Source: an optimization exercise on an open RTL-to-GDS flow (aim: small area). Production flows keep margins and buffers that such runs may drop. Function was checked by simulation only, so behaviour that the tests miss may differ from the original. Power is estimated from default activity; no workload was simulated.

Design ft300_core, start of the top module:
module ft300_core (
    input  wire         clk,
    input  wire         rst,
    input  wire [63:0]  time_now,
    input  wire         cmd_valid,
    output wire         cmd_ready,
    input  wire [7:0]   cmd_word,
    input  wire         rx_valid,
    input  wire         rx_timeout,
    output wire         rx_ready,
    input  wire [7:0]   rx_data,
    output reg          rsp_valid,
    output reg  [2:0]   rsp_op,
    output reg  [3:0]   rsp_status,
    output wire [107:0] rsp_sample,
    output wire [63:0]  rsp_freq
);
For scale: about 1,800 cells after synthesis, ~610 flip-flops, about 270 I/O pins, about 0.020 mm2 of cells after synthesis.
make LEC_CHECK=0 CAP_MARGIN=20 CORE_MARGIN=2 CORE_UTILIZATION=40 PLACE_DENSITY=0.6 SLEW_MARGIN=20 finish   # period 20.0 ns
run.sh (not shown) runs the stock make flow with config.mk's settings and CLKGATE_MAP_FILE= SYNTH_SCRIPT=/design/flow/synth_recipe.tcl, a recipe that flattens the netlist after the stock synthesis.
Edit:
==> flow/flow/run.sh (new file) <==
#!/bin/bash
# Standard ORFS flow with two layout choices changed: the port buffers use the
# smallest buffer cell, and clock tree synthesis adds no dummy loads.
set -euo pipefail
export BUFFER_PORTS_ARGS="-buffer_cell sky130_fd_sc_hd__buf_1"
export CTS_ARGS="-sink_clustering_enable -repair_clock_nets -dont_use_dummy_load -buf_list sky130_fd_sc_hd__clkbuf_8 -sink_clustering_size 18 -sink_clustering_max_diameter 45"
bash standard.sh > flow.log 2>&1
==> flow/standard.sh (new file) <==
#!/bin/bash
# synth_recipe.tcl (not shown) runs the flow's synth.tcl, then flattens the netlist and writes it again
# the make line also repeats each setting of config.mk as NAME=value (left out here)
make -C /OpenROAD-flow-scripts/flow DESIGN_CONFIG=/design/flow/config.mk WORK_HOME=/design/flow/orfs CLKGATE_MAP_FILE= SYNTH_SCRIPT=/design/flow/synth_recipe.tcl "${@:-finish}"
CORE_UTILIZATION = 65   (was 40)
PLACE_DENSITY = 0.75   (was 0.6)
removed: flow/run.sh
Effect: Total power drops by 22%; final cell count drops by 11%; design area drops by 13%; critical path depth stays the same; non-clock buffer count climbs by 2; via count drops by 1.2%; die area drops by about 40%.
Edit:
==> flow/flow/run.sh (replaced) <==
#!/bin/bash
# Standard ORFS flow with two layout choices changed: the port buffers use the
# smallest buffer cell, and clock tree synthesis adds no dummy loads.
set -euo pipefail
export BUFFER_PORTS_ARGS="-buffer_cell sky130_fd_sc_hd__buf_1"
export CTS_ARGS="-sink_clustering_enable -repair_clock_nets -dont_use_dummy_load -buf_list {sky130_fd_sc_hd__clkbuf_8 sky130_fd_sc_hd__clkbuf_16} -sink_clustering_size 30 -sink_clustering_max_diameter 60"
bash standard.sh > flow.log 2>&1
The changed run finished clean.
Routed wire length climbs by 0.68%.
Count of clock-buffer cells in the layout fell by 14.
Power rises by 4.7%.
Setup slack is better by 0.075 ns.
Edit:
==> flow/run.sh (new file) <==
#!/bin/bash
# synth_recipe.tcl (not shown) runs the flow's synth.tcl, then flattens the netlist and writes it again
# the make line also repeats each setting of config.mk as NAME=value (left out here)
make -C /OpenROAD-flow-scripts/flow DESIGN_CONFIG=/design/flow/config.mk WORK_HOME=/design/flow/orfs CLKGATE_MAP_FILE= SYNTH_SCRIPT=/design/flow/synth_recipe.tcl finish
CTS_BUF_LIST = sky130_fd_sc_hd__clkbuf_4 sky130_fd_sc_hd__clkbuf_8   (was default)
removed: flow/flow/run.sh
removed: flow/standard.sh
What happened: Power rises by about a fifth; global-route usage came out higher by 3.4 points; worst setup slack gets worse by 0.52 ns; wire length increases by roughly a tenth; register-to-register slack got worse by 0.12 ns; non-clock buffer count falls by 1; first-iteration DRC count went up by a few percent; utilization goes up by 9.0 points.

ft300_core, a different RTL version from the one above (not shown whole).
For scale: about 510 flip-flops, about 270 I/O pins.
Settings: LEC_CHECK=0, CAP_MARGIN=20, CORE_MARGIN=2, CORE_UTILIZATION=65, PLACE_DENSITY=0.75, SLEW_MARGIN=20; clock period 20.0 ns.
standard.sh (not shown) runs the stock make flow with config.mk's settings and CLKGATE_MAP_FILE= SYNTH_SCRIPT=/design/flow/synth_recipe.tcl, a recipe that flattens the netlist after the stock synthesis.
==> flow/flow/run.sh <==
#!/bin/bash
# Standard ORFS flow with two layout choices changed: the port buffers use the
# smallest buffer cell, and clock tree synthesis adds no dummy loads.
set -euo pipefail
export BUFFER_PORTS_ARGS="-buffer_cell sky130_fd_sc_hd__buf_1"
export CTS_ARGS="-sink_clustering_enable -repair_clock_nets -dont_use_dummy_load -buf_list sky130_fd_sc_hd__clkbuf_8 -sink_clustering_size 18 -sink_clustering_max_diameter 45"
export RECOVER_POWER=100
bash standard.sh > flow.log 2>&1
The first run completed, yet does not pass: max-capacitance violations, max-slew violations.
Change:
--- a/flow/flow/run.sh
+++ b/flow/flow/run.sh
@@ -6,3 +6,2 @@
 export CTS_ARGS="-sink_clustering_enable -repair_clock_nets -dont_use_dummy_load -buf_list sky130_fd_sc_hd__clkbuf_8 -sink_clustering_size 18 -sink_clustering_max_diameter 45"
-export RECOVER_POWER=100
 bash standard.sh > flow.log 2>&1
This time the run produced a clean layout.
Synthesized cell count stays the same.
Utilization rises by 0.27 points.
Routed wire length stays flat.
Design area came out higher slightly.
Via count climbs slightly.
Clock skew stays flat.
Worst hold slack stays flat.
Count of clock-buffer cells in the layout does not change.
Die area does not change.
Critical path depth drops by 2.
Change:
==> flow/flow/run.sh (replaced) <==
#!/bin/bash
# Standard ORFS flow with two layout choices changed: the port buffers use the
# smallest buffer cell, and clock tree synthesis adds no dummy loads.
set -euo pipefail
export BUFFER_PORTS_ARGS="-buffer_cell sky130_fd_sc_hd__buf_1"
export CTS_ARGS="-sink_clustering_enable -repair_clock_nets -dont_use_dummy_load -buf_list sky130_fd_sc_hd__clkbuf_8 -sink_clustering_size 21 -sink_clustering_max_diameter 40"
export RECOVER_POWER=100
bash standard.sh > flow.log 2>&1
CAP_MARGIN = 40   (was 20)
SLEW_MARGIN = 40   (was 20)
After rerunning: This time the run finished with max-capacitance violations, max-slew violations left. Synthesized area is unchanged. Hold slack gets worse by 0.0051 ns. Wire length falls by 1.0%. Final area stays flat. Combinational power hardly moves. Die area is unchanged. Flip-flop and latch count stays the same. Setup slack gets worse by 0.15 ns. Sequential power stays flat. Register-to-register slack hardly moves.

static timing again, ports no longer ideal:
The results above use ideal ports. As a check the final layouts listed here were re-extracted and re-timed, cells and wires unchanged. Step 1: set_driving_cell puts a clkbuf_16 on clk and a buf_2 on each other input, an assumption about the parent block. Step 2 adds t to the input delays and takes it off the output delays; t is the mean of the earliest and latest rising clock arrival at the registers after step 1. Input paths then give back, and output paths get back, about the clock's delay inside the block. a / b / c = no drivers / after step 1 / after step 2; a / b = the first two.
run | t (ns) | setup WS [ns] | clock arrival spread, ns | worst data-port slew with drivers (ns)
the first run of note 1 | 0.659 | 12.555 / 12.502 / 13.161 | 0.057 / 0.056 | 0.06
the second run of note 1 | 0.613 | 13.102 / 13.054 / 13.515 | 0.067 / 0.066 | 0.05
the third run of note 1 | 0.566 | 13.177 / 13.124 / 13.427 | 0.053 / 0.053 | 0.05
the fourth run of note 1 | 0.657 | 12.652 / 12.601 / 13.207 | 0.051 / 0.051 | 0.06
the first run of note 2 | 0.588 | 13.328 / 13.351 / 12.763 | 0.064 / 0.064 | 0.06
the second run of note 2 | 0.589 | 13.491 / 13.447 / 13.691 | 0.064 / 0.064 | 0.06
the third run of note 2 | 0.593 | 13.344 / 13.367 / 12.774 | 0.077 / 0.077 | 0.07
The setup slack of the third run of note 2, which loses most, moves by +0.023 ns with the drivers and by -0.570 ns with both steps.
